Background: an optimization exercise with open tools, aiming at small area, a short achievable clock period and few clock cycles per item. Do not read the settings as production practice. No run shown here included a check of the RTL's function; only the layout flow was run. No activity file was given, so power comes from the tool's default toggle rates.

<file path="flow/config.mk">
export PLATFORM = sky130hd
export DESIGN_NAME = ptc_builder
export DESIGN_NICKNAME = ptc_builder
export VERILOG_FILES = /design/flow/design.v
export SDC_FILE = /design/flow/constraint.sdc
export NUM_CORES = 4
export LEC_CHECK = 0
export CAP_MARGIN = 20
export CORE_MARGIN = 2
export CORE_UTILIZATION = 40
export PLACE_DENSITY = 0.6
export SLEW_MARGIN = 20
</file>
<file path="flow/constraint.sdc">
create_clock -name core_clock -period 10.0 [get_ports {clk}]
set_input_delay 2.0000 -clock core_clock [delete_from_list [all_inputs] [get_ports {clk}]]
set_output_delay 2.0000 -clock core_clock [all_outputs]
set_load 0.01 [all_outputs]
</file>
<file path="flow/design.v">
module ptc_builder (
    input  wire        clk,
    input  wire        rst,
    input  wire        start,
    output wire        start_ready,
    input  wire [7:0]  cfg_dtype,
    input  wire [31:0] cfg_total,
    input  wire [15:0] cfg_cyl,
    input  wire [7:0]  cfg_heads,
    input  wire [7:0]  cfg_sect,
    input  wire [7:0]  cfg_ilv,
    input  wire [31:0] cfg_nfull,
    output wire [7:0]  rsvd_addr,
    input  wire [7:0]  rsvd_data,
    output wire        out_valid,
    input  wire        out_ready,
    output wire [7:0]  out_data,
    output wire        res_valid,
    output wire        res_refused,
    output wire        res_warn
);
    reg        scan;         
    reg        srdy;         
    reg        srdy_o;       
    reg        pend;         
    reg        act_a, act_b, act_c;
    reg        ov_a, ov_b, ov_c, ov_o;
    reg        lastb;        
    reg        rv;           
    reg        rref;         
    reg        rwarn;        
    reg  [7:0] od;           
    reg  [8:0] p;            
    reg  [7:0] ra;           
    reg [15:0] romx;         
    reg  [7:0] dtype;
    reg [23:0] total;
    reg [15:0] cyl;
    reg  [7:0] heads;
    reg  [7:0] sect;
    reg  [7:0] ilv;
    reg  [3:0] n4;           
    reg        nhi;          
    reg        nmid;         
    reg        wtop;         
    assign start_ready = srdy_o;
    assign out_valid   = ov_o;
    assign out_data    = od;
    assign res_valid   = rv;
    assign res_refused = rref;
    assign res_warn    = rwarn;
    assign rsvd_addr   = ra;
    wire big  = nhi | nmid;                  
    wire nz   = big | (n4 != 4'd0);          
    wire warn = wtop | nhi | (total[15:0] != 16'd0) | (total[19:16] != n4);
    reg [15:0] kx;
    always @(*) begin
        if (big) kx = 16'hB9A0;
        else case (n4)
            4'd1:  kx = 16'h0651;
            4'd2:  kx = 16'h4752;
            4'd3:  kx = 16'h0453;
            4'd4:  kx = 16'h4556;
            4'd5:  kx = 16'h4255;
            4'd6:  kx = 16'h4352;
            4'd7:  kx = 16'h4057;
            4'd8:  kx = 16'h415E;
            4'd9:  kx = 16'h4E59;
            4'd10: kx = 16'h4F52;
            4'd11: kx = 16'h4C5B;
            4'd12: kx = 16'h4D56;
            4'd13: kx = 16'h4A5D;
            4'd14: kx = 16'h4B52;
            4'd15: kx = 16'h485F;
            default: kx = 16'h0651;
        endcase
    end
    wire [7:0] cks0 = romx[7:0]  ^ kx[7:0]  ^ dtype ^ total[15:8] ^ cyl[15:8] ^ sect;
    wire [7:0] cks1 = romx[15:8] ^ kx[15:8] ^ total[7:0] ^ total[23:16] ^ cyl[7:0]
                    ^ heads ^ ilv;
    wire       hz = (p[8:6] == 3'd0);        
    wire [4:0] ho = {p[5:2], p[0]};          
    reg  [7:0] hbyte;
    reg        hrom;                         
    always @(*) begin
        hrom  = 1'b0;
        hbyte = 8'h00;
        case (ho)
            5'h00, 5'h01: hbyte = 8'hAE;
            5'h02:        hbyte = cks0;
            5'h03:        hbyte = cks1;
            5'h04:        hbyte = dtype;
            5'h05:        hbyte = total[7:0];
            5'h06:        hbyte = total[15:8];
            5'h07:        hbyte = total[23:16];
            5'h09:        hbyte = cyl[7:0];
            5'h0A:        hbyte = cyl[15:8];
            5'h0B:        hbyte = heads;
            5'h0C:        hbyte = sect;
            5'h0D:        hbyte = ilv;
            5'h0E:        hbyte = 8'h00;
            5'h11, 5'h12, 5'h13, 5'h14: hbyte = 8'hFF;
            default:      hrom  = 1'b1;      
        endcase
    end
    wire use_rom = ~hz | hrom;               
    reg [3:0] ei;
    reg i_lt, i_eq, i_le, i_01, i_0, i_f40, i_lt9;
    always @(posedge clk) begin
        ei    <= p[8:5];
        i_lt  <= big | (p[8:5] < n4);        
        i_eq  <= ~big & (p[8:5] == n4);      
        i_le  <= big | (p[8:5] <= n4);
        i_01  <= (p[8:6] == 3'd0);           
        i_0   <= (p[8:5] == 4'd0);
        i_f40 <= (p[8:5] < 4'd4) && (p[8:5] == 4'd0 || big || p[8:5] < n4);
        i_lt9 <= (p[8:5] < 4'd9);
    end
    wire [3:0] eb = {p[4:2], p[0]};
    reg  [7:0] ebyte;
    always @(*) begin
        case (eb)
            4'd0: ebyte = !i_le ? 8'h00 : i_01 ? {7'd0, i_0} : {4'hF, 4'd1 - ei};
            4'd1: ebyte = (i_le && !i_01) ? 8'hFF : 8'h00;
            4'd2: ebyte = !i_le ? {4'd0, n4} : i_01 ? {7'd0, ~i_0} : {4'd0, ei - 4'd1};
            4'd3: ebyte = i_lt ? 8'hFF : i_eq ? {4'd0, n4 - 4'd1} : 8'h00;
            4'd4: ebyte = i_lt ? 8'hFF : 8'h00;
            4'd5: ebyte = i_f40 ? 8'h40 : 8'h00;
            4'd6: ebyte = 8'hC1;                         
            4'd7: ebyte = 8'hC5;                         
            4'd8: ebyte = i_lt9 ? {4'hB, ei + 4'd1} : 8'hB1;
            4'd9: ebyte = i_lt9 ? 8'hA0 : {4'hB, ei - 4'd9};
            default: ebyte = 8'hA0;                      
        endcase
    end
    wire [7:0] nbyte = p[1] ? ebyte : (use_rom ? rsvd_data : hbyte);
    wire plast   = (p == 9'd511);
    wire idle    = ~act_b & ~ov_b;
    wire begin_b = pend & nz & ~act_b & (~ov_b | (out_ready & lastb));
    wire refuse  = pend & ~nz & idle;        
    wire load_a  = act_a & (~ov_a | out_ready);
    wire load_b  = act_b & (~ov_b | out_ready);
    wire load_c  = act_c & (~ov_c | out_ready);
    wire pend_n  = (start & srdy) | (pend & ~begin_b & ~refuse);
    always @(posedge clk) begin
        if (rst) begin
            scan   <= 1'b1;
            srdy   <= 1'b0;
            srdy_o <= 1'b0;
            pend   <= 1'b0;
            act_a  <= 1'b0;
            act_b  <= 1'b0;
            act_c  <= 1'b0;
            ov_a   <= 1'b0;
            ov_b   <= 1'b0;
            ov_c   <= 1'b0;
            ov_o   <= 1'b0;
            rv     <= 1'b0;
            p      <= 9'd0;
            ra     <= 8'd0;
            romx   <= 16'd0;
        end else begin
            rv    <= (ov_a & out_ready & lastb) | refuse;
            pend  <= pend_n;
            act_a <= begin_b | (act_a & ~(load_a & plast));
            act_b <= begin_b | (act_b & ~(load_b & plast));
            act_c <= begin_b | (act_c & ~(load_c & plast));
            ov_a  <= load_a | (ov_a & ~out_ready);
            ov_b  <= load_b | (ov_b & ~out_ready);
            ov_c  <= load_c | (ov_c & ~out_ready);
            ov_o  <= load_a | (ov_o & ~out_ready);
            srdy   <= ~scan & ~pend_n & ~begin_b
                    & (~act_b | (p[8:1] == 8'hFF) & (p[0] | load_b));
            srdy_o <= ~scan & ~(start & srdy_o | pend & ~begin_b & ~refuse) & ~begin_b
                    & (~act_c | (p[8:1] == 8'hFF) & (p[0] | load_c));
            if (scan) begin
                if (~hz | hrom) begin
                    if (p[0]) romx[15:8] <= romx[15:8] ^ rsvd_data;
                    else      romx[7:0]  <= romx[7:0]  ^ rsvd_data;
                end
                if (ra == 8'hFF) scan <= 1'b0;
            end
            if (scan | load_b)
                p <= p + {7'd0, p[0] & scan, 1'b1};
            if (scan | load_c)
                ra <= {ra[7:1] + {6'd0, ra[0] & (p[1] | scan)}, ~ra[0]};
        end
    end
    always @(posedge clk) begin
        if (load_a) begin
            od    <= nbyte;
            lastb <= plast;
        end
        if (srdy) begin
            dtype <= cfg_dtype;
            total <= cfg_total[23:0];
            cyl   <= cfg_cyl;
            heads <= cfg_heads;
            sect  <= cfg_sect;
            ilv   <= cfg_ilv;
            n4    <= cfg_nfull[3:0];
            nhi   <= (cfg_nfull[31:16] != 16'd0);
            nmid  <= (cfg_nfull[15:4] != 12'd0);
            wtop  <= (cfg_total[31:20] != cfg_nfull[15:4]);
        end else if (!(pend && ov_b)) begin
            rref  <= ~nz;
            rwarn <= warn;
        end
    end
endmodule
</file>
<file path="flow/flow/run.sh">
#!/bin/bash
# The standard layout (the standard.sh, unchanged synthesis and steps),
# with one change: the port buffers that global placement inserts on every
# input and output are sky130_fd_sc_hd__buf_1 cells instead of the cell
# buffer_ports picks by itself (clkdlybuf4s50_1, a slow delay buffer).
set -euo pipefail
bash standard.sh "BUFFER_PORTS_ARGS=-buffer_cell sky130_fd_sc_hd__buf_1" finish > make_finish.log 2>&1
</file>
<file path="flow/standard.sh">
#!/bin/bash
# synth_recipe.tcl (not shown) runs the flow's synth.tcl, then flattens the netlist and writes it again
# the make line also repeats each setting of config.mk as NAME=value (left out here)
make -C /OpenROAD-flow-scripts/flow DESIGN_CONFIG=/design/flow/config.mk WORK_HOME=/design/flow/orfs CLKGATE_MAP_FILE= SYNTH_SCRIPT=/design/flow/synth_recipe.tcl "${@:-finish}"
</file>
==> run summary, run 1 <==
# TYPE chip_impl_metric gauge
chip_impl_info{name="outcome",value="no timing/DRC/antenna violations"} 1
chip_impl_info{name="tritoncts_clock_tree",value="built"} 1
chip_impl_metric{name="detailed_place_hpwl",unit="mm"} 15.5
chip_impl_info{name="timing.setup.critical_path_class",value="primary input to flip-flop"} 1
chip_impl_metric{name="clkSlewWorstSetupHoldPaths",unit="ns"} 0.07
chip_impl_metric{name="postSynthCellCount",unit=""} 749
chip_impl_metric{name="timing.final.crit_share",unit="%"} 32.7
chip_impl_metric{name="power_density",unit="nW/um^2"} 153
chip_impl_metric{name="cts_setup_buffers",unit=""} 0
chip_impl_info{name="yosysTopAreaCell",value="sky130_fd_sc_hd__edfxtp_1"} 1
chip_impl_metric{name="grt_first_pass_wirelength",unit="mm"} 33.2
chip_impl_metric{name="grt_start_max_net_pins",unit=""} 64
chip_impl_metric{name="route.met3.wl",unit="mm"} 1.16
chip_impl_info{name="startpoint",value="out_ready"} 1
chip_impl_metric{name="rows",unit=""} 52
chip_impl_info{name="startpoint_type",value="primary input"} 1
chip_impl_metric{name="crit_path_max_fanout",unit=""} 10
chip_impl_metric{name="synth-edff-count",unit=""} 90
chip_impl_metric{name="cts_sinks",unit=""} 155
chip_impl_metric{name="drt-wirelength-per-cell",unit="um"} 18.3
chip_impl_metric{name="critical_path_arrival",unit="ns"} 3.30
chip_impl_metric{name="timing.fmax",unit="MHz"} 306
chip_impl_metric{name="worst_slew_pin_slew",unit="ns"} 1.14
chip_impl_info{name="highest_layer",value="met4"} 1
chip_impl_metric{name="initial_cell_density_of_the_core",unit="%"} 40.6
chip_impl_info{name="cp_top_family",value="simple AND/OR/NAND/NOR gates"} 1
chip_impl_metric{name="worst_vdd_rail_ir_drop",unit="V"} 0.000104
chip_impl_metric{name="yosys.cell_types.count",unit=""} 79
chip_impl_metric{name="synth_nets",unit=""} 893
chip_impl_metric{name="syn-mean-instance-area",unit="sq um"} 10.9
chip_impl_metric{name="postSynthRegisterBits",unit=""} 155
chip_impl_metric{name="slew_headroom",unit="%"} 24.0
chip_impl_info{name="most_repeated_cell_in_the_gate_level_netlist_after_synthesis",value="sky130_fd_sc_hd__edfxtp_1"} 1
chip_impl_metric{name="power_leakage",unit="nW"} 3.17
chip_impl_metric{name="yosysTopAreaCellShare",unit="%"} 33.1
chip_impl_metric{name="antenna_cells_inserted",unit=""} 0
chip_impl_metric{name="syn2layout_area_growth",unit="%"} 16.4
chip_impl_metric{name="drtPass1Iterations",unit=""} 7
chip_impl_metric{name="layout_cells_sized_above_1",unit="%"} 8.32
chip_impl_metric{name="io_pins",unit=""} 145
chip_impl_metric{name="design_power_total",unit="mW"} 1.45
chip_impl_info{name="regToRegEndpoint",value="od[2]"} 1
chip_impl_info{name="ys_top_cells_by_area",value="sky130_fd_sc_hd__edfxtp_1 33%, sky130_fd_sc_hd__dfxtp_1 16%, sky130_fd_sc_hd__xnor2_1 9.0%"} 1
chip_impl_info{name="critical_path.endpoint",value="od[2]"} 1
chip_impl_metric{name="cts_resized",unit=""} 0
chip_impl_info{name="critical_path.most_common_cell",value="sky130_fd_sc_hd__nor2b_1"} 1
chip_impl_metric{name="timing.final.max_slew_violations",unit=""} 0
chip_impl_metric{name="yosysWarningCount",unit=""} 1
chip_impl_metric{name="ys_async_sr_fraction",unit="%"} 0
chip_impl_metric{name="nets",unit=""} 1032
chip_impl_metric{name="worstPathBufferInverterCount",unit=""} 1
chip_impl_metric{name="timing.max_cap.violations",unit=""} 0
chip_impl_metric{name="finalCriticalPeriod",unit="ns"} 3.27
chip_impl_metric{name="wl",unit="mm"} 21.4
chip_impl_info{name="crit_path_cell_trace",value="buf_1, nor2b_1, nor2b_1"} 1
chip_impl_metric{name="first_iter_violations",unit=""} 459
chip_impl_metric{name="total_via_count_after_detailed_routing",unit=""} 6207
chip_impl_metric{name="reg2reg_slack",unit="ns"} 7.20
chip_impl_info{name="timing.critical_path.slowest_stage_cell",value="sky130_fd_sc_hd__nor2b_1"} 1
chip_impl_info{name="netlist_top_cells_count",value="90 x sky130_fd_sc_hd__edfxtp_1, 84 x sky130_fd_sc_hd__xnor2_1, 65 x sky130_fd_sc_hd__dfxtp_1, 60 x sky130_fd_sc_hd__nor2_1, 53 x sky130_fd_sc_hd__xor2_1"} 1
chip_impl_metric{name="setup-violations-final",unit=""} 0
chip_impl_metric{name="clk_latency",unit="ns"} 0.42
chip_impl_metric{name="ant_nets",unit=""} 0
chip_impl_metric{name="data_required_time_at_the_worst_endpoint",unit="ns"} 10.03
chip_impl_metric{name="place.port_buffers",unit=""} 144
chip_impl_metric{name="core_region_area",unit="sq um"} 20100
chip_impl_metric{name="synth_seq_area_share",unit="%"} 49.1
chip_impl_metric{name="grt_overflow_total",unit=""} 0
chip_impl_metric{name="finalSetupTns",unit="ns"} 0
chip_impl_metric{name="detail_route.drc_violations",unit=""} 0
chip_impl_metric{name="drt-vias-per-instance",unit=""} 5.30
chip_impl_metric{name="grt_pass1_vias",unit=""} 5871
chip_impl_info{name="postSynth.topFlopCell",value="sky130_fd_sc_hd__edfxtp_1"} 1
chip_impl_metric{name="cpPeakStageDelay",unit="ns"} 0.89
chip_impl_info{name="rsz0062_at_grt",value="no"} 1
chip_impl_info{name="clock_tree.root_cell",value="sky130_fd_sc_hd__clkbuf_16"} 1
chip_impl_metric{name="max_root_sink_buffers",unit=""} 2
chip_impl_metric{name="timing.clock.skew",unit="ns"} 0.00764
chip_impl_metric{name="syn-cell-area",unit="sq um"} 8160
chip_impl_metric{name="drt_met1_wl",unit="mm"} 9.71
chip_impl_metric{name="timing.reg2reg.worst_path_depth",unit=""} 6
chip_impl_metric{name="cp.depth",unit=""} 3
chip_impl_metric{name="die_y",unit="um"} 147
chip_impl_metric{name="postCtsHoldBufs",unit=""} 0
chip_impl_metric{name="timing.final.hold_violations",unit=""} 0
chip_impl_info{name="hold_path.class",value="flip-flop to flip-flop"} 1
chip_impl_metric{name="met2WireLength",unit="mm"} 9.99
chip_impl_info{name="regToRegStartpoint",value="p[3]"} 1
chip_impl_info{name="critical_path.endpoint_type",value="flip-flop"} 1
chip_impl_metric{name="gpl.final_weighted_congestion",unit=""} 0.908
chip_impl_metric{name="die_width",unit="um"} 147
chip_impl_metric{name="grt_antenna_before_repair",unit=""} 0
chip_impl_metric{name="cts_inserted_buffers",unit=""} 17
chip_impl_metric{name="grt_usage",unit="%"} 20.0
chip_impl_metric{name="total_die_area",unit="sq um"} 21500
chip_impl_metric{name="htreeDepth",unit=""} 4
per-stage QoR:
step | util [%] | hold WS [ns] | cells | cell area, sq um | setup slack, ns
final | 47.2 | 0.481 | 1171 | 9500 | 6.73
after global routing | 47.2 | 0.503 | 1171 | 9500 | 6.64
after CTS | 47.2 | 0.480 | 1171 | 9500 | 6.76
after detailed placement | 44.2 | 0.474 | 1139 | 8890 | 6.32
after global placement | 44.2 | 0.463 | 1139 | 8890 | 6.35
after floorplan | - | 0.352 | 749 | 8160 | 6.56
sequential cells by signal (all words and copies together), names as in the netlist, 4 cells and up, named ones only:
register / cells
ra: 8
cyl: 16
romx: 16
ei: 4
p: 9
total: 24
sect: 8
dtype: 8
n4: 4
heads: 8
od: 8
ilv: 8
worst reg2reg max path, cell delays in order, from the launching register on:
cell	delay [ns]
sky130_fd_sc_hd__dfxtp_1	0.89
sky130_fd_sc_hd__inv_2	0.22
sky130_fd_sc_hd__nor3_2	0.78
sky130_fd_sc_hd__a22oi_1	0.14
sky130_fd_sc_hd__nand4_1	0.15
sky130_fd_sc_hd__a211oi_1	0.08
sky130_fd_sc_hd__o32ai_1	0.33
layer usage:
layer  GRT usage (%)  vias to the layer above
li1                -                     3013
met1            27.7                     2940
met2            31.6                      220
met3            3.60                       34
met4            7.38                        0
met5               0                        -
cells by family after synthesis:
kind of cell,Yosys count,share of synthesized area (%)
mux,13,1.96
flops,155,49.1
xor+xnor,137,14.7
fa+ha+maj,20,3.16
buf+inv,51,3.25
compound gates,142,12.4
simple gates,231,15.4
layout by cell type (no fill, tap or decap), types with 29 or more instances in the layout:
cell type,netlist,layout
sky130_fd_sc_hd__nor2_1,60,60
sky130_fd_sc_hd__xnor2_1,84,84
sky130_fd_sc_hd__dfxtp_1,65,64
sky130_fd_sc_hd__a21oi_1,34,34
sky130_fd_sc_hd__xor2_1,53,53
sky130_fd_sc_hd__buf_1,0,143
sky130_fd_sc_hd__edfxtp_1,90,90
sky130_fd_sc_hd__nand2_1,35,35
sky130_fd_sc_hd__nand3_1,29,29
power breakdown:
part           leakage (nW)  internal [mW]  switching [mW]
registers              1.35          0.678         0.00756
logic                  1.52         0.0423          0.0668
clock network         0.303          0.389           0.267
total                  3.17           1.11           0.341
how the worst min path moves through the flow:
| stage | from | end | slack (ns) | cells past startpoint |
|---|---|---|---|---|
| 4_1_cts | p[8] | ei[3] | 0.48 | 0 |
| 6_report | act_a | ov_a | 0.48 | 2 |
| 2_1_floorplan | p[7] | ei[2] | 0.35 | 0 |
| 3_3_place_gp | act_a | ov_a | 0.46 | 2 |
| 5_1_grt | p[8] | ei[3] | 0.50 | 0 |
| 3_5_place_dp | act_a | ov_a | 0.47 | 2 |
area by class of cell:
cell class              instances  area (sq um)
fillers                      1893         10600
multi-input cells             543          3890
flip-flops and latches        155          4010
inverters                      22          82.6
well taps                     270           338
clock inverters                10          95.1
repair buffers                149           579
clock buffers                  22           507
==> run 2: changes to the inputs <==
--- a/flow/config.mk
+++ b/flow/config.mk
@@ -11,2 +11,2 @@
 export PLACE_DENSITY = 0.6
-export SLEW_MARGIN = 20
+export SLEW_MARGIN = 80
==> run summary, run 2 <==
# TYPE chip_impl_metric gauge
chip_impl_metric{name="gpl.final_weighted_congestion",unit=""} 0.908
chip_impl_metric{name="finalHoldWorstSlack",unit="ns"} 0.434
chip_impl_metric{name="timing.final.crit_share",unit="%"} 30.2
chip_impl_metric{name="die_y",unit="um"} 147
chip_impl_metric{name="slew_headroom",unit="%"} 79.2
chip_impl_info{name="tritoncts_clock_tree",value="built"} 1
chip_impl_info{name="hold_path.class",value="flip-flop to flip-flop"} 1
chip_impl_metric{name="finalCriticalPeriod",unit="ns"} 3.02
chip_impl_metric{name="detailed_place_hpwl",unit="mm"} 16.4
chip_impl_metric{name="layoutNonFillerInstCount",unit=""} 1203
chip_impl_info{name="cp_top_family",value="flip-flops"} 1
chip_impl_metric{name="setup-violations-final",unit=""} 0
chip_impl_metric{name="cts_inserted_buffers",unit=""} 17
chip_impl_metric{name="cts_sinks",unit=""} 155
chip_impl_metric{name="critical_path_arrival",unit="ns"} 1.02
chip_impl_info{name="regToRegEndpoint",value="od[2]"} 1
chip_impl_metric{name="grt_pass1_vias",unit=""} 6239
chip_impl_metric{name="nets",unit=""} 1064
chip_impl_metric{name="yosys.cell_types.count",unit=""} 79
chip_impl_metric{name="syn-mean-instance-area",unit="sq um"} 10.9
chip_impl_metric{name="data_required_time_at_the_worst_endpoint",unit="ns"} 8.00
chip_impl_metric{name="synth-edff-count",unit=""} 90
chip_impl_info{name="critical_path.endpoint_type",value="primary output"} 1
chip_impl_metric{name="ys_async_sr_fraction",unit="%"} 0
chip_impl_metric{name="detail_route.drc_violations",unit=""} 0
chip_impl_info{name="rsz0062_at_grt",value="no"} 1
chip_impl_metric{name="grt_overflow_total",unit=""} 0
chip_impl_metric{name="crit_path_max_fanout",unit=""} 5
chip_impl_info{name="reg_top3",value="total (24), cyl (16), romx (16)"} 1
chip_impl_metric{name="worst_path_setup_slack_after_routing",unit="ns"} 6.98
chip_impl_info{name="most_repeated_cell_in_the_gate_level_netlist_after_synthesis",value="sky130_fd_sc_hd__edfxtp_1"} 1
chip_impl_metric{name="yosysTopAreaCellShare",unit="%"} 33.1
chip_impl_metric{name="timing.final.hold_violations",unit=""} 0
chip_impl_metric{name="synth_seq_area_share",unit="%"} 49.1
chip_impl_info{name="outcome",value="no timing/DRC/antenna violations"} 1
chip_impl_info{name="crit_path_cell_trace",value="buf_1"} 1
chip_impl_metric{name="grt_usage",unit="%"} 20.4
chip_impl_metric{name="design_power_total",unit="mW"} 1.43
chip_impl_metric{name="initial_cell_density_of_the_core",unit="%"} 40.6
chip_impl_metric{name="die_width",unit="um"} 147
chip_impl_metric{name="finalSetupTns",unit="ns"} 0
chip_impl_metric{name="drt-wirelength-per-cell",unit="um"} 18.1
chip_impl_metric{name="postCtsHoldBufs",unit=""} 0
chip_impl_metric{name="max_root_sink_buffers",unit=""} 2
chip_impl_metric{name="place.port_buffers",unit=""} 144
chip_impl_metric{name="layout_cells_sized_above_1",unit="%"} 16.4
chip_impl_metric{name="yosysWarningCount",unit=""} 1
chip_impl_metric{name="timing.clock.skew",unit="ns"} 0.0119
chip_impl_metric{name="postPlaceCellArea",unit="sq um"} 9420
chip_impl_metric{name="htreeDepth",unit=""} 4
chip_impl_metric{name="layout.area.seq",unit="sq um"} 4030
chip_impl_metric{name="worstPathBufferInverterCount",unit=""} 1
chip_impl_metric{name="power_density",unit="nW/um^2"} 141
chip_impl_metric{name="finalInstanceArea",unit="sq um"} 10200
chip_impl_metric{name="wl",unit="mm"} 21.8
chip_impl_metric{name="grt_first_pass_wirelength",unit="mm"} 34.0
chip_impl_metric{name="rows",unit=""} 52
chip_impl_metric{name="n_fill_cell",unit=""} 1845
chip_impl_info{name="startpoint",value="ra[3]"} 1
chip_impl_metric{name="largest_register_ffs",unit=""} 24
chip_impl_info{name="ys_top_cells_by_area",value="sky130_fd_sc_hd__edfxtp_1 33%, sky130_fd_sc_hd__dfxtp_1 16%, sky130_fd_sc_hd__xnor2_1 9.0%"} 1
chip_impl_metric{name="first_iter_violations",unit=""} 485
chip_impl_metric{name="reg2reg_slack",unit="ns"} 7.44
chip_impl_metric{name="total_via_count_after_detailed_routing",unit=""} 6362
chip_impl_metric{name="clk_latency",unit="ns"} 0.43
chip_impl_metric{name="ant_nets",unit=""} 0
chip_impl_info{name="startpoint_type",value="flip-flop"} 1
chip_impl_metric{name="cts_resized",unit=""} 0
chip_impl_info{name="regToRegStartpoint",value="p[0]"} 1
chip_impl_info{name="timing.setup.critical_path_class",value="flip-flop to primary output"} 1
chip_impl_metric{name="multi_input_area",unit="sq um"} 4220
chip_impl_metric{name="worst_slew_pin_slew",unit="ns"} 0.312
chip_impl_metric{name="grt_antenna_before_repair",unit=""} 0
chip_impl_metric{name="timing.max_cap.violations",unit=""} 0
chip_impl_metric{name="core_region_area",unit="sq um"} 20100
chip_impl_metric{name="syn2layout_area_growth",unit="%"} 24.7
chip_impl_info{name="yosysTopAreaCell",value="sky130_fd_sc_hd__edfxtp_1"} 1
chip_impl_metric{name="cts_setup_buffers",unit=""} 0
chip_impl_metric{name="io_pins",unit=""} 145
chip_impl_info{name="netlist_top_cells_count",value="90 x sky130_fd_sc_hd__edfxtp_1, 84 x sky130_fd_sc_hd__xnor2_1, 65 x sky130_fd_sc_hd__dfxtp_1, 60 x sky130_fd_sc_hd__nor2_1, 53 x sky130_fd_sc_hd__xor2_1"} 1
chip_impl_metric{name="timing.final.max_slew_violations",unit=""} 0
chip_impl_metric{name="syn-cell-area",unit="sq um"} 8160
chip_impl_metric{name="drtPass1Iterations",unit=""} 5
chip_impl_metric{name="antenna_cells_inserted",unit=""} 0
chip_impl_metric{name="drt-vias-per-instance",unit=""} 5.29
chip_impl_metric{name="synth_nets",unit=""} 893
chip_impl_metric{name="postSynthRegisterBits",unit=""} 155
chip_impl_metric{name="grt_start_max_net_pins",unit=""} 32
chip_impl_metric{name="timing.fmax",unit="MHz"} 331
chip_impl_info{name="critical_path.endpoint",value="rsvd_addr[3]"} 1
chip_impl_metric{name="timing.reg2reg.worst_path_depth",unit=""} 9
chip_impl_metric{name="power_leakage",unit="nW"} 3.41
chip_impl_metric{name="total_die_area",unit="sq um"} 21500
chip_impl_metric{name="cp.depth",unit=""} 1
chip_impl_info{name="mostFrequentLayoutCell",value="sky130_fd_sc_hd__buf_1"} 1
chip_impl_metric{name="clkSlewWorstSetupHoldPaths",unit="ns"} 0.07
chip_impl_info{name="timing.critical_path.slowest_stage_cell",value="sky130_fd_sc_hd__dfxtp_1"} 1
chip_impl_metric{name="worst_vdd_rail_ir_drop",unit="V"} 0.000113
chip_impl_info{name="largest_register",value="total"} 1
chip_impl_info{name="postSynth.topFlopCell",value="sky130_fd_sc_hd__edfxtp_1"} 1
chip_impl_metric{name="finalCoreUtilization",unit="%"} 50.6
chip_impl_metric{name="detailedPlace.worstSlack",unit="ns"} 6.84
chip_impl_info{name="clock_tree.root_cell",value="sky130_fd_sc_hd__clkbuf_16"} 1
chip_impl_metric{name="postSynthCellCount",unit=""} 749
chip_impl_info{name="layout.cells.most_common_list",value="142 x sky130_fd_sc_hd__buf_1, 90 x sky130_fd_sc_hd__edfxtp_1, 83 x sky130_fd_sc_hd__xnor2_1, 57 x sky130_fd_sc_hd__nor2_1, 55 x sky130_fd_sc_hd__dfxtp_1"} 1
chip_impl_metric{name="cpPeakStageDelay",unit="ns"} 0.43
chip_impl_metric{name="place.detailed.instances",unit=""} 1168
==> run 2: cell count changes in the layout (fill, tap and decap cells not counted), moves of 4 or more <==
cell,previous run,this run
sky130_fd_sc_hd__buf_6,0,4
sky130_fd_sc_hd__nor2_4,2,6
sky130_fd_sc_hd__buf_2,0,15
sky130_fd_sc_hd__buf_16,0,4
sky130_fd_sc_hd__dfxtp_1,64,55
sky130_fd_sc_hd__dfxtp_2,0,6
sky130_fd_sc_hd__nor4_2,1,6
sky130_fd_sc_hd__nor4_1,16,9
sky130_fd_sc_hd__nor3_1,10,6
sky130_fd_sc_hd__nor2b_1,12,8
==> run 2: kinds of logic (layout without fill, tap and decap cells) <==
family                   count (synthesis)  after routing  synth area share (%)
AND/OR/NAND/NOR                        231            231                  15.4
buffers and inverters                   51            235                  3.25
adder cells (fa/ha/maj)                 20             20                  3.16
multiplexers                            13             13                  1.96
AO/OA/AOI/OAI                          142            142                  12.4
flip-flops                             155            155                  49.1
XOR/XNOR                               137            137                  14.7
==> run 2: final cells by class <==
type	instances	area share [%]
clock buffer	22	4.88
clock inverter	10	0.738
inverter	22	0.824
multi-input combinational	543	41.5
sequential	155	39.6
tap	270	3.32
timing repair buffer	181	9.16
==> run 2: metal layers <==
layer | GRT usage, % | routed length [um] | vias up
met3 | 4.13 | 1390 | 43
met5 | 0 | 0 | -
li1 | - | - | 3082
met4 | 6.17 | 465 | 0
met2 | 33.4 | 10500 | 262
met1 | 27.5 | 9480 | 2975
==> run 2: how the worst min path moves through the flow <==
stage,slack (ns),cells past startpoint,to,startpoint
after global placement,0.46,2,ov_a,act_a
after CTS,0.43,0,ei[1],p[6]
final,0.43,0,ei[1],p[6]
after detailed placement,0.42,0,ei[3],p[8]
after floorplan,0.35,0,ei[2],p[7]
after global routing,0.45,0,ei[2],p[7]
==> run 2: power by group <==
group | internal [mW] | switching [mW]
Sequential | 0.678 | 0.00773
Combinational | 0.0506 | 0.0736
Clock | 0.357 | 0.266
==> run 3: changes to the inputs <==
--- a/flow/config.mk
+++ b/flow/config.mk
@@ -7,3 +7,3 @@
 export LEC_CHECK = 0
-export CAP_MARGIN = 20
+export CAP_MARGIN = 60
 export CORE_MARGIN = 2
@@ -11,2 +11,2 @@
 export PLACE_DENSITY = 0.6
-export SLEW_MARGIN = 80
+export SLEW_MARGIN = 90
==> run summary, run 3 <==
# TYPE chip_impl_metric gauge
chip_impl_metric{name="synth-edff-count",unit=""} 90
chip_impl_metric{name="place.port_buffers",unit=""} 144
chip_impl_metric{name="die_y",unit="um"} 147
chip_impl_metric{name="detailed_place_hpwl",unit="mm"} 29.4
chip_impl_info{name="postSynth.topFlopCell",value="sky130_fd_sc_hd__edfxtp_1"} 1
chip_impl_metric{name="die_width",unit="um"} 147
chip_impl_info{name="outcome",value="did not finish"} 1
chip_impl_info{name="grt_worst_setup_endpoint",value="od[1]$_DFFE_PP_/D"} 1
chip_impl_info{name="lastStage",value="global routing"} 1
chip_impl_metric{name="grt_overflow_total",unit=""} 843
chip_impl_metric{name="max_root_sink_buffers",unit=""} 2
chip_impl_metric{name="yosys.cell_types.count",unit=""} 79
chip_impl_info{name="worstEndpointType",value="register data pin"} 1
chip_impl_info{name="netlist_top_cells_count",value="90 x sky130_fd_sc_hd__edfxtp_1, 84 x sky130_fd_sc_hd__xnor2_1, 65 x sky130_fd_sc_hd__dfxtp_1, 60 x sky130_fd_sc_hd__nor2_1, 53 x sky130_fd_sc_hd__xor2_1"} 1
chip_impl_info{name="ys_top_cells_by_area",value="sky130_fd_sc_hd__edfxtp_1 33%, sky130_fd_sc_hd__dfxtp_1 16%, sky130_fd_sc_hd__xnor2_1 9.0%"} 1
chip_impl_metric{name="grt_usage",unit="%"} 89.7
chip_impl_info{name="first-error",value="[ERROR GRT-0232] Routing congestion too high. Check the congestion heatmap in the GUI."} 1
chip_impl_info{name="yosysTopAreaCell",value="sky130_fd_sc_hd__edfxtp_1"} 1
chip_impl_metric{name="syn-mean-instance-area",unit="sq um"} 10.9
chip_impl_metric{name="htreeDepth",unit=""} 4
chip_impl_info{name="most_repeated_cell_in_the_gate_level_netlist_after_synthesis",value="sky130_fd_sc_hd__edfxtp_1"} 1
chip_impl_metric{name="cts_sinks",unit=""} 155
chip_impl_metric{name="initial_cell_density_of_the_core",unit="%"} 40.6
chip_impl_metric{name="io_pins",unit=""} 145
chip_impl_metric{name="syn-cell-area",unit="sq um"} 8160
chip_impl_metric{name="postSynthCellCount",unit=""} 749
chip_impl_metric{name="place.detailed.instances",unit=""} 1642
chip_impl_metric{name="gpl.final_weighted_congestion",unit=""} 0.908
chip_impl_metric{name="synth_nets",unit=""} 893
chip_impl_metric{name="yosysTopAreaCellShare",unit="%"} 33.1
chip_impl_metric{name="grt_start_max_net_pins",unit=""} 17
chip_impl_info{name="clock_tree.root_cell",value="sky130_fd_sc_hd__clkbuf_16"} 1
chip_impl_metric{name="yosysWarningCount",unit=""} 1
chip_impl_metric{name="rows",unit=""} 52
chip_impl_metric{name="postSynthRegisterBits",unit=""} 155
chip_impl_metric{name="ys_async_sr_fraction",unit="%"} 0
chip_impl_metric{name="cts_inserted_buffers",unit=""} 17
chip_impl_metric{name="synth_seq_area_share",unit="%"} 49.1
run 3: cell counts after synthesis:
No cell type changed its count.
run 3: power groups by stage:
stage | logic (mW) | clock network (mW) | registers [mW]
CTS | 0.254 | 0.732 | 0.680
detailed placement | 0.246 | 0 | 0.694
global placement | 0.107 | 0 | 0.699
floorplan | 0.0698 | 0 | 0.695
run 3: cells by family after synthesis:
group / after synthesis / share of synthesized area, %
AOI/OAI and AO/OA: 142 / 12.4
xor gates and xnor gates: 137 / 14.7
adders and majority gates: 20 / 3.16
buffers and inverters: 51 / 3.25
DFF: 155 / 49.1
muxes: 13 / 1.96
and+or+nand+nor: 231 / 15.4
run 3: repair_timing:
action                     4_1_cts
hold buffers                     0
pin swaps                        0
resized for setup                1
buffers inserted                 0
setup endpoints to repair        2
run 3: worst min-delay path by stage:
stage,end,cells after the start
2_1_floorplan,ei[2],0
3_3_place_gp,ov_a,2
3_5_place_dp,ei[3],0
4_1_cts,ei[3],0
run 3: metal layers:
layer | overflow | global-route usage, %
met4 | 228 | 100
met1 | 3 | 85.2
met5 | 0 | 23.2
met3 | 2 | 71.1
met2 | 610 | 111
run 3: per-stage QoR:
step	area [sq um]	setup WS, ns	power [mW]	util, %	TNS, ns
floorplan	8160	6.56	0.765	-	0
global placement	8890	6.35	0.807	44.2	0
detailed placement	15000	-0.494	0.940	74.8	-0.890
CTS	15700	-0.0869	1.66	77.9	-0.0869
==> run 4: changes to the inputs <==
--- a/flow/config.mk
+++ b/flow/config.mk
@@ -7,6 +7,8 @@
 export LEC_CHECK = 0
-export CAP_MARGIN = 60
+export CAP_MARGIN = 20
 export CORE_MARGIN = 2
 export CORE_UTILIZATION = 40
+export CTS_CLUSTER_DIAMETER = 100
+export CTS_CLUSTER_SIZE = 50
 export PLACE_DENSITY = 0.6
-export SLEW_MARGIN = 90
+export SLEW_MARGIN = 80
==> run summary, run 4 <==
# TYPE chip_impl_metric gauge
chip_impl_info{name="cp_top_family",value="flip-flops"} 1
chip_impl_metric{name="htreeDepth",unit=""} 4
chip_impl_metric{name="total_die_area",unit="sq um"} 21500
chip_impl_metric{name="drt-wirelength-per-cell",unit="um"} 18.1
chip_impl_metric{name="finalCriticalPeriod",unit="ns"} 3.02
chip_impl_metric{name="cts_inserted_buffers",unit=""} 17
chip_impl_info{name="ys_top_cells_by_area",value="sky130_fd_sc_hd__edfxtp_1 33%, sky130_fd_sc_hd__dfxtp_1 16%, sky130_fd_sc_hd__xnor2_1 9.0%"} 1
chip_impl_metric{name="antenna_cells_inserted",unit=""} 0
chip_impl_info{name="timing.setup.critical_path_class",value="flip-flop to primary output"} 1
chip_impl_metric{name="cpPeakStageDelay",unit="ns"} 0.43
chip_impl_info{name="hold_path.class",value="flip-flop to flip-flop"} 1
chip_impl_metric{name="power_density",unit="nW/um^2"} 141
chip_impl_metric{name="drtPass1Iterations",unit=""} 5
chip_impl_metric{name="ant_nets",unit=""} 0
chip_impl_metric{name="post_synth_xor_area_fraction",unit="%"} 14.7
chip_impl_metric{name="setup-violations-final",unit=""} 0
chip_impl_metric{name="timing.final.hold_violations",unit=""} 0
chip_impl_metric{name="slew_headroom",unit="%"} 79.2
chip_impl_metric{name="timing.final.max_slew_violations",unit=""} 0
chip_impl_metric{name="rows",unit=""} 52
chip_impl_info{name="reg_top3",value="total (24), cyl (16), romx (16)"} 1
chip_impl_metric{name="finalCoreUtilization",unit="%"} 50.6
chip_impl_info{name="main_combinational_cell_family_by_area_after_synthesis",value="simple AND/OR/NAND/NOR gates"} 1
chip_impl_metric{name="finalSetupTns",unit="ns"} 0
chip_impl_info{name="tritoncts_clock_tree",value="built"} 1
chip_impl_metric{name="synth_compound_area_share",unit="%"} 12.4
chip_impl_info{name="outcome",value="no timing/DRC/antenna violations"} 1
chip_impl_metric{name="cts_sinks",unit=""} 155
chip_impl_metric{name="timing.max_cap.violations",unit=""} 0
chip_impl_metric{name="worstPathBufferInverterCount",unit=""} 1
chip_impl_metric{name="grt_overflow_total",unit=""} 0
chip_impl_info{name="netlist_top_cells_count",value="90 x sky130_fd_sc_hd__edfxtp_1, 84 x sky130_fd_sc_hd__xnor2_1, 65 x sky130_fd_sc_hd__dfxtp_1, 60 x sky130_fd_sc_hd__nor2_1, 53 x sky130_fd_sc_hd__xor2_1"} 1
chip_impl_metric{name="cts_setup_buffers",unit=""} 0
chip_impl_info{name="crit_path_cell_trace",value="buf_1"} 1
chip_impl_metric{name="grt_first_pass_wirelength",unit="mm"} 34.0
chip_impl_metric{name="clk_latency",unit="ns"} 0.43
chip_impl_metric{name="postSynthRegisterBits",unit=""} 155
chip_impl_metric{name="postCtsHoldBufs",unit=""} 0
chip_impl_metric{name="postSynthCellCount",unit=""} 749
chip_impl_info{name="mostFrequentLayoutCell",value="sky130_fd_sc_hd__buf_1"} 1
chip_impl_info{name="regToRegStartpoint",value="p[0]"} 1
chip_impl_metric{name="grt_pass1_vias",unit=""} 6239
chip_impl_metric{name="power_leakage",unit="nW"} 3.41
chip_impl_metric{name="die_width",unit="um"} 147
chip_impl_metric{name="n_fill_cell",unit=""} 1845
chip_impl_metric{name="yosys.cell_types.count",unit=""} 79
chip_impl_metric{name="largest_register_ffs",unit=""} 24
chip_impl_metric{name="synth_seq_area_share",unit="%"} 49.1
chip_impl_metric{name="io_pins",unit=""} 145
chip_impl_info{name="regToRegEndpoint",value="od[2]"} 1
chip_impl_info{name="rsz0062_at_grt",value="no"} 1
chip_impl_metric{name="grt_antenna_before_repair",unit=""} 0
chip_impl_metric{name="grt_start_max_net_pins",unit=""} 32
chip_impl_metric{name="ys_async_sr_fraction",unit="%"} 0
chip_impl_metric{name="synth_nets",unit=""} 893
chip_impl_metric{name="initial_cell_density_of_the_core",unit="%"} 40.6
chip_impl_info{name="most_repeated_cell_in_the_gate_level_netlist_after_synthesis",value="sky130_fd_sc_hd__edfxtp_1"} 1
chip_impl_info{name="startpoint_type",value="flip-flop"} 1
chip_impl_metric{name="detailed_place_hpwl",unit="mm"} 16.4
chip_impl_info{name="critical_path.endpoint_type",value="primary output"} 1
chip_impl_metric{name="synthAdderAreaFrac",unit="%"} 3.16
chip_impl_metric{name="gpl.final_weighted_congestion",unit=""} 0.908
chip_impl_metric{name="syn-mean-instance-area",unit="sq um"} 10.9
chip_impl_metric{name="synth-simple-area-share",unit="%"} 15.4
chip_impl_metric{name="crit_path_max_fanout",unit=""} 5
chip_impl_info{name="timing.critical_path.slowest_stage_cell",value="sky130_fd_sc_hd__dfxtp_1"} 1
chip_impl_metric{name="timing.reg2reg.worst_path_depth",unit=""} 9
chip_impl_metric{name="timing.final.crit_share",unit="%"} 30.2
chip_impl_metric{name="syn-cell-area",unit="sq um"} 8160
chip_impl_info{name="hold_path_end",value="ei[1]"} 1
chip_impl_metric{name="layout_cells_sized_above_1",unit="%"} 16.4
chip_impl_metric{name="data_required_time_at_the_worst_endpoint",unit="ns"} 8.00
chip_impl_metric{name="max_root_sink_buffers",unit=""} 2
chip_impl_metric{name="total_via_count_after_detailed_routing",unit=""} 6362
chip_impl_metric{name="yosysTopAreaCellShare",unit="%"} 33.1
chip_impl_metric{name="syn2layout_area_growth",unit="%"} 24.7
chip_impl_info{name="min-delay-start",value="p[6]"} 1
chip_impl_metric{name="worst_vdd_rail_ir_drop",unit="V"} 0.000113
chip_impl_metric{name="wl",unit="mm"} 21.8
chip_impl_metric{name="reg2reg_slack",unit="ns"} 7.44
chip_impl_metric{name="yosysWarningCount",unit=""} 1
chip_impl_metric{name="timing.fmax",unit="MHz"} 331
chip_impl_metric{name="synth-edff-count",unit=""} 90
chip_impl_info{name="postSynth.topFlopCell",value="sky130_fd_sc_hd__edfxtp_1"} 1
chip_impl_info{name="yosysTopAreaCell",value="sky130_fd_sc_hd__edfxtp_1"} 1
chip_impl_metric{name="worst_slew_pin_slew",unit="ns"} 0.312
chip_impl_metric{name="detail_route.drc_violations",unit=""} 0
chip_impl_metric{name="clkSlewWorstSetupHoldPaths",unit="ns"} 0.07
chip_impl_metric{name="whs_path_depth",unit=""} 0
chip_impl_metric{name="timing.clock.skew",unit="ns"} 0.0119
chip_impl_metric{name="die_y",unit="um"} 147
chip_impl_metric{name="first_iter_violations",unit=""} 485
chip_impl_info{name="layout.cells.most_common_list",value="142 x sky130_fd_sc_hd__buf_1, 90 x sky130_fd_sc_hd__edfxtp_1, 83 x sky130_fd_sc_hd__xnor2_1, 57 x sky130_fd_sc_hd__nor2_1, 55 x sky130_fd_sc_hd__dfxtp_1"} 1
chip_impl_metric{name="cts_resized",unit=""} 0
chip_impl_metric{name="core_region_area",unit="sq um"} 20100
chip_impl_metric{name="mux_cell_area_share_after_synthesis",unit="%"} 1.96
chip_impl_metric{name="drt-vias-per-instance",unit=""} 5.29
chip_impl_info{name="largest_register",value="total"} 1
chip_impl_info{name="clock_tree.root_cell",value="sky130_fd_sc_hd__clkbuf_16"} 1
chip_impl_metric{name="critical_path_arrival",unit="ns"} 1.02
chip_impl_metric{name="nets",unit=""} 1064
chip_impl_metric{name="place.port_buffers",unit=""} 144
chip_impl_metric{name="grt_usage",unit="%"} 20.4
[run 4: cell counts after synthesis]
Identical to the previous run, type by type.
[run 4: stage by stage]
| stage | total power, mW | cell area [sq um] | hold WS [ns] | worst slack, ns | std cells |
|---|---|---|---|---|---|
| finish | 1.43 | 10200 | 0.434 | 6.98 | 1203 |
| floorplan | 0.765 | 8160 | 0.352 | 6.56 | 749 |
| global route | 1.48 | 10200 | 0.450 | 6.90 | 1203 |
| detailed placement | 0.816 | 9420 | 0.423 | 6.84 | 1168 |
| global placement | 0.807 | 8890 | 0.463 | 6.35 | 1139 |
| CTS | 1.44 | 9990 | 0.434 | 6.96 | 1200 |
[run 4: layer usage]
layer	GRT usage (%)	vias up	part of all wire, %
met5	0	-	0
met4	6.17	0	2.1
met3	4.13	43	6.4
met2	33.4	262	48
met1	27.5	2975	43
li1	-	3082	-
[run 4: kinds of logic after synthesis]
family / after synthesis
mux: 13
compound gates: 142
simple gates: 231
buf+inv: 51
fa+ha+maj: 20
flops: 155
xor+xnor: 137
[run 4: area by class of cell]
cell class                 count  area, sq um  share of cell area, %
inverter                      22         83.8                  0.824
timing repair buffer         181          932                   9.16
clock inverter                10         75.1                  0.738
multi-input combinational    543         4220                   41.5
clock buffer                  22          497                   4.88
tap                          270          338                   3.32
sequential                   155         4030                   39.6
[run 4: worst max-delay path by stage]
| stage | startpoint | endpoint | slack, ns | cells after the start |
|---|---|---|---|---|
| final | ra[3] | rsvd_addr[3] | 6.98 | 1 |
| after global routing | ra[3] | rsvd_addr[3] | 6.90 | 1 |
| after CTS | ra[3] | rsvd_addr[3] | 6.96 | 1 |
| after detailed placement | out_ready | p[5] | 6.84 | 7 |
| after global placement | out_ready | od[1] | 6.35 | 3 |
| after floorplan | srdy | flip-flop | 6.56 | 5 |
[run 4: where the power goes]
group / internal, mW / total [mW] / leakage [nW] / switching [mW]
Sequential: 0.678 / 0.686 / 1.35 / 0.00773
Combinational: 0.0506 / 0.124 / 1.77 / 0.0736
Clock: 0.357 / 0.623 / 0.286 / 0.266
Total: 1.09 / 1.43 / 3.41 / 0.347
==> run 5: changes to the inputs <==
--- a/flow/config.mk
+++ b/flow/config.mk
@@ -10,4 +10,4 @@
 export CORE_UTILIZATION = 40
-export CTS_CLUSTER_DIAMETER = 100
-export CTS_CLUSTER_SIZE = 50
+export CTS_BUF_LIST = sky130_fd_sc_hd__clkbuf_8
+export CTS_CLUSTER_SIZE = 30
 export PLACE_DENSITY = 0.6
==> run summary, run 5 <==
# TYPE chip_impl_metric gauge
chip_impl_metric{name="synth_seq_area_share",unit="%"} 49.1
chip_impl_metric{name="detail_route.drc_violations",unit=""} 0
chip_impl_metric{name="data_required_time_at_the_worst_endpoint",unit="ns"} 8.00
chip_impl_metric{name="cts_inserted_buffers",unit=""} 17
chip_impl_metric{name="finalSetupTns",unit="ns"} 0
chip_impl_info{name="timing.setup.critical_path_class",value="flip-flop to primary output"} 1
chip_impl_metric{name="timing.clock.skew",unit="ns"} 0.0140
chip_impl_metric{name="ys_async_sr_fraction",unit="%"} 0
chip_impl_info{name="mostFrequentLayoutCell",value="sky130_fd_sc_hd__buf_1"} 1
chip_impl_metric{name="grt_first_pass_wirelength",unit="mm"} 33.7
chip_impl_metric{name="critical_path_arrival",unit="ns"} 1.06
chip_impl_metric{name="initial_cell_density_of_the_core",unit="%"} 40.6
chip_impl_metric{name="grt_overflow_total",unit=""} 0
chip_impl_metric{name="syn-cell-area",unit="sq um"} 8160
chip_impl_metric{name="die_y",unit="um"} 147
chip_impl_info{name="cp_top_family",value="flip-flops"} 1
chip_impl_info{name="outcome",value="no timing/DRC/antenna violations"} 1
chip_impl_info{name="reg_top3",value="total (24), cyl (16), romx (16)"} 1
chip_impl_metric{name="postCtsHoldBufs",unit=""} 0
chip_impl_metric{name="timing.max_cap.violations",unit=""} 0
chip_impl_metric{name="wl",unit="mm"} 21.7
chip_impl_metric{name="cts_resized",unit=""} 0
chip_impl_metric{name="worstPathBufferInverterCount",unit=""} 1
chip_impl_metric{name="timing.fmax",unit="MHz"} 326
chip_impl_info{name="tritoncts_clock_tree",value="built"} 1
chip_impl_metric{name="cts_setup_buffers",unit=""} 0
chip_impl_info{name="crit_path_cell_trace",value="buf_1"} 1
chip_impl_info{name="critical_path.endpoint_type",value="primary output"} 1
chip_impl_metric{name="grt_antenna_before_repair",unit=""} 0
chip_impl_metric{name="power_density",unit="nW/um^2"} 128
chip_impl_metric{name="slew_headroom",unit="%"} 79.1
chip_impl_metric{name="total_die_area",unit="sq um"} 21500
chip_impl_metric{name="postSynthCellCount",unit=""} 749
chip_impl_metric{name="yosysWarningCount",unit=""} 1
chip_impl_info{name="most_repeated_cell_in_the_gate_level_netlist_after_synthesis",value="sky130_fd_sc_hd__edfxtp_1"} 1
chip_impl_info{name="largest_register",value="total"} 1
chip_impl_metric{name="drt-wirelength-per-cell",unit="um"} 18.0
chip_impl_metric{name="worst_slew_pin_slew",unit="ns"} 0.313
chip_impl_metric{name="synth-edff-count",unit=""} 90
chip_impl_info{name="clock_tree.root_cell",value="sky130_fd_sc_hd__clkbuf_8"} 1
chip_impl_info{name="layout.cells.most_common_list",value="142 x sky130_fd_sc_hd__buf_1, 90 x sky130_fd_sc_hd__edfxtp_1, 83 x sky130_fd_sc_hd__xnor2_1, 58 x sky130_fd_sc_hd__nor2_1, 55 x sky130_fd_sc_hd__dfxtp_1"} 1
chip_impl_info{name="ys_top_cells_by_area",value="sky130_fd_sc_hd__edfxtp_1 33%, sky130_fd_sc_hd__dfxtp_1 16%, sky130_fd_sc_hd__xnor2_1 9.0%"} 1
chip_impl_metric{name="grt_pass1_vias",unit=""} 6222
chip_impl_metric{name="max_root_sink_buffers",unit=""} 2
chip_impl_metric{name="htreeDepth",unit=""} 4
chip_impl_metric{name="layout_cells_sized_above_1",unit="%"} 16.3
chip_impl_metric{name="drt-vias-per-instance",unit=""} 5.26
chip_impl_metric{name="detailed_place_hpwl",unit="mm"} 16.4
chip_impl_metric{name="timing.final.max_slew_violations",unit=""} 0
chip_impl_metric{name="drtPass1Iterations",unit=""} 5
chip_impl_info{name="startpoint_type",value="flip-flop"} 1
chip_impl_info{name="hold_path.class",value="flip-flop to flip-flop"} 1
chip_impl_metric{name="place.detailed.instances",unit=""} 1168
chip_impl_metric{name="cpPeakStageDelay",unit="ns"} 0.43
chip_impl_metric{name="yosysTopAreaCellShare",unit="%"} 33.1
chip_impl_metric{name="cts_sinks",unit=""} 155
chip_impl_metric{name="syn-mean-instance-area",unit="sq um"} 10.9
chip_impl_metric{name="power_leakage",unit="nW"} 3.34
chip_impl_info{name="timing.critical_path.slowest_stage_cell",value="sky130_fd_sc_hd__dfxtp_1"} 1
chip_impl_metric{name="syn2layout_area_growth",unit="%"} 22.4
chip_impl_metric{name="postSynthRegisterBits",unit=""} 155
chip_impl_metric{name="largest_register_ffs",unit=""} 24
chip_impl_metric{name="grt_usage",unit="%"} 20.3
chip_impl_metric{name="first_iter_violations",unit=""} 496
chip_impl_metric{name="worst_vdd_rail_ir_drop",unit="V"} 0.0000735
chip_impl_metric{name="synth_nets",unit=""} 893
chip_impl_metric{name="setup-violations-final",unit=""} 0
chip_impl_info{name="netlist_top_cells_count",value="90 x sky130_fd_sc_hd__edfxtp_1, 84 x sky130_fd_sc_hd__xnor2_1, 65 x sky130_fd_sc_hd__dfxtp_1, 60 x sky130_fd_sc_hd__nor2_1, 53 x sky130_fd_sc_hd__xor2_1"} 1
chip_impl_metric{name="die_width",unit="um"} 147
chip_impl_info{name="yosysTopAreaCell",value="sky130_fd_sc_hd__edfxtp_1"} 1
chip_impl_metric{name="whs_path_depth",unit=""} 0
chip_impl_metric{name="core_region_area",unit="sq um"} 20100
chip_impl_metric{name="gpl.final_weighted_congestion",unit=""} 0.908
chip_impl_metric{name="place.port_buffers",unit=""} 144
chip_impl_metric{name="io_pins",unit=""} 145
chip_impl_metric{name="layoutNonFillerInstCount",unit=""} 1203
chip_impl_metric{name="grt_start_max_net_pins",unit=""} 32
chip_impl_metric{name="rows",unit=""} 52
chip_impl_metric{name="timing.final.crit_share",unit="%"} 30.6
chip_impl_metric{name="ant_nets",unit=""} 0
chip_impl_metric{name="clk_latency",unit="ns"} 0.46
chip_impl_info{name="rsz0062_at_grt",value="no"} 1
chip_impl_metric{name="crit_path_max_fanout",unit=""} 5
chip_impl_metric{name="timing.reg2reg.worst_path_depth",unit=""} 9
chip_impl_metric{name="yosys.cell_types.count",unit=""} 79
chip_impl_metric{name="clkSlewWorstSetupHoldPaths",unit="ns"} 0.09
chip_impl_metric{name="antenna_cells_inserted",unit=""} 0
chip_impl_metric{name="nets",unit=""} 1064
chip_impl_metric{name="timing.final.hold_violations",unit=""} 0
chip_impl_metric{name="finalCriticalPeriod",unit="ns"} 3.06
chip_impl_metric{name="total_via_count_after_detailed_routing",unit=""} 6322
chip_impl_metric{name="cp.depth",unit=""} 1
chip_impl_info{name="postSynth.topFlopCell",value="sky130_fd_sc_hd__edfxtp_1"} 1
## run 5: changes by cell type in the layout (fill, tap and decap cells not counted)
cell                        delta
sky130_fd_sc_hd__clkbuf_16    -19
sky130_fd_sc_hd__clkbuf_8     +17
sky130_fd_sc_hd__and3_2        +1
sky130_fd_sc_hd__nor2_2        -1
sky130_fd_sc_hd__nor2_1        +1
sky130_fd_sc_hd__bufinv_16     +2
sky130_fd_sc_hd__clkbuf_1      -2
sky130_fd_sc_hd__and3_4        -1
sky130_fd_sc_hd__inv_1         +2
## run 5: worst register-to-register path: cells and delay by family, from the launching register on
kind            cells  cell delay, ns
compound gates      4            0.70
buf+inv             3            0.94
flops               1            0.40
simple gates        2            0.29
## run 5: layout make-up
type | count | area (sq um)
repair buffers | 181 | 932
multi-input cells | 543 | 4220
clock inverters | 14 | 143
well taps | 270 | 338
fillers | 1858 | 10100
flip-flops and latches | 155 | 4030
inverters | 22 | 83.8
clock buffers | 18 | 248
## run 5: path summary, 6_finish.rpt
| path | startpoint | to | slack (ns) |
|---|---|---|---|
| setup / recovery | ra[3] | rsvd_addr[3] | 6.94 |
| hold / removal | p[6] | ei[1] | 0.44 |
| setup reg to reg | p[0] | od[2] | 7.42 |
| hold reg to reg | p[6] | ei[1] | 0.44 |
## run 5: cell families after synthesis
group | count (synthesis) | synth area share [%]
fa+ha+maj | 20 | 3.16
simple gates | 231 | 15.4
mux | 13 | 1.96
buf+inv | 51 | 3.25
compound gates | 142 | 12.4
flops | 155 | 49.1
xor+xnor | 137 | 14.7
## run 5: through the flow
step | power (mW) | area (sq um) | hold WS, ns | setup WS [ns] | util [%]
final | 1.28 | 9990 | 0.437 | 6.94 | 49.7
after detailed placement | 0.816 | 9420 | 0.423 | 6.84 | 46.9
after global routing | 1.33 | 9990 | 0.453 | 6.86 | 49.7
after CTS | 1.29 | 9810 | 0.437 | 6.90 | 48.8
after global placement | 0.807 | 8890 | 0.463 | 6.35 | 44.2
after floorplan | 0.765 | 8160 | 0.352 | 6.56 | -
## run 5: routing by layer
| layer | global-route usage [%] | share of wire, % | vias up | wire length [um] |
|---|---|---|---|---|
| met2 | 32.5 | 48 | 264 | 10400 |
| met5 | 0 | 0 | - | 0 |
| met4 | 6.84 | 1.9 | 0 | 402 |
| met1 | 27.6 | 44 | 2954 | 9570 |
| met3 | 3.94 | 6.2 | 31 | 1340 |
| li1 | - | - | 3073 | - |
## run 5: where the power goes
part	internal [mW]	switching, mW	total [mW]
Clock	0.229	0.241	0.470
Sequential	0.677	0.00778	0.685
Combinational	0.0505	0.0736	0.124
Total	0.957	0.322	1.28

-- re-timing with driven ports --
The flow's constraints put no driver on any port. The routed layouts listed below were extracted and timed again, unchanged, in two steps. Step 1 sets driving cells, clkbuf_16 on the clock port and buf_2 on the other inputs (assumed; they add their load-dependent delay and slew). Step 2, shift: input delay + t, output delay - t, t = (earliest + latest rising clock arrival at the registers) / 2. This alone moves slack from input paths to output paths. a / b / c = ideal / step 1 / step 2; a / b = the first two.
run	shift t [ns]	setup slack, ns	hold slack, ns	worst setup path at the end	worst data-port slew with drivers (ns)
run 1	0.462	6.731 / 6.744 / 6.282	0.481 / 0.481 / 0.481	input to register	0.06
run 2	0.469	6.978 / 6.932 / 6.808	0.434 / 0.434 / 0.434	input to register	0.06
run 4	0.469	6.978 / 6.932 / 6.808	0.434 / 0.434 / 0.434	input to register	0.06
run 5	0.488	6.936 / 6.897 / 6.812	0.437 / 0.437 / 0.437	input to register	0.06
After both steps every run listed still meets setup and hold. The setup slack of run 1, which loses most, moves by +0.013 ns with the drivers and by -0.449 ns with both steps.
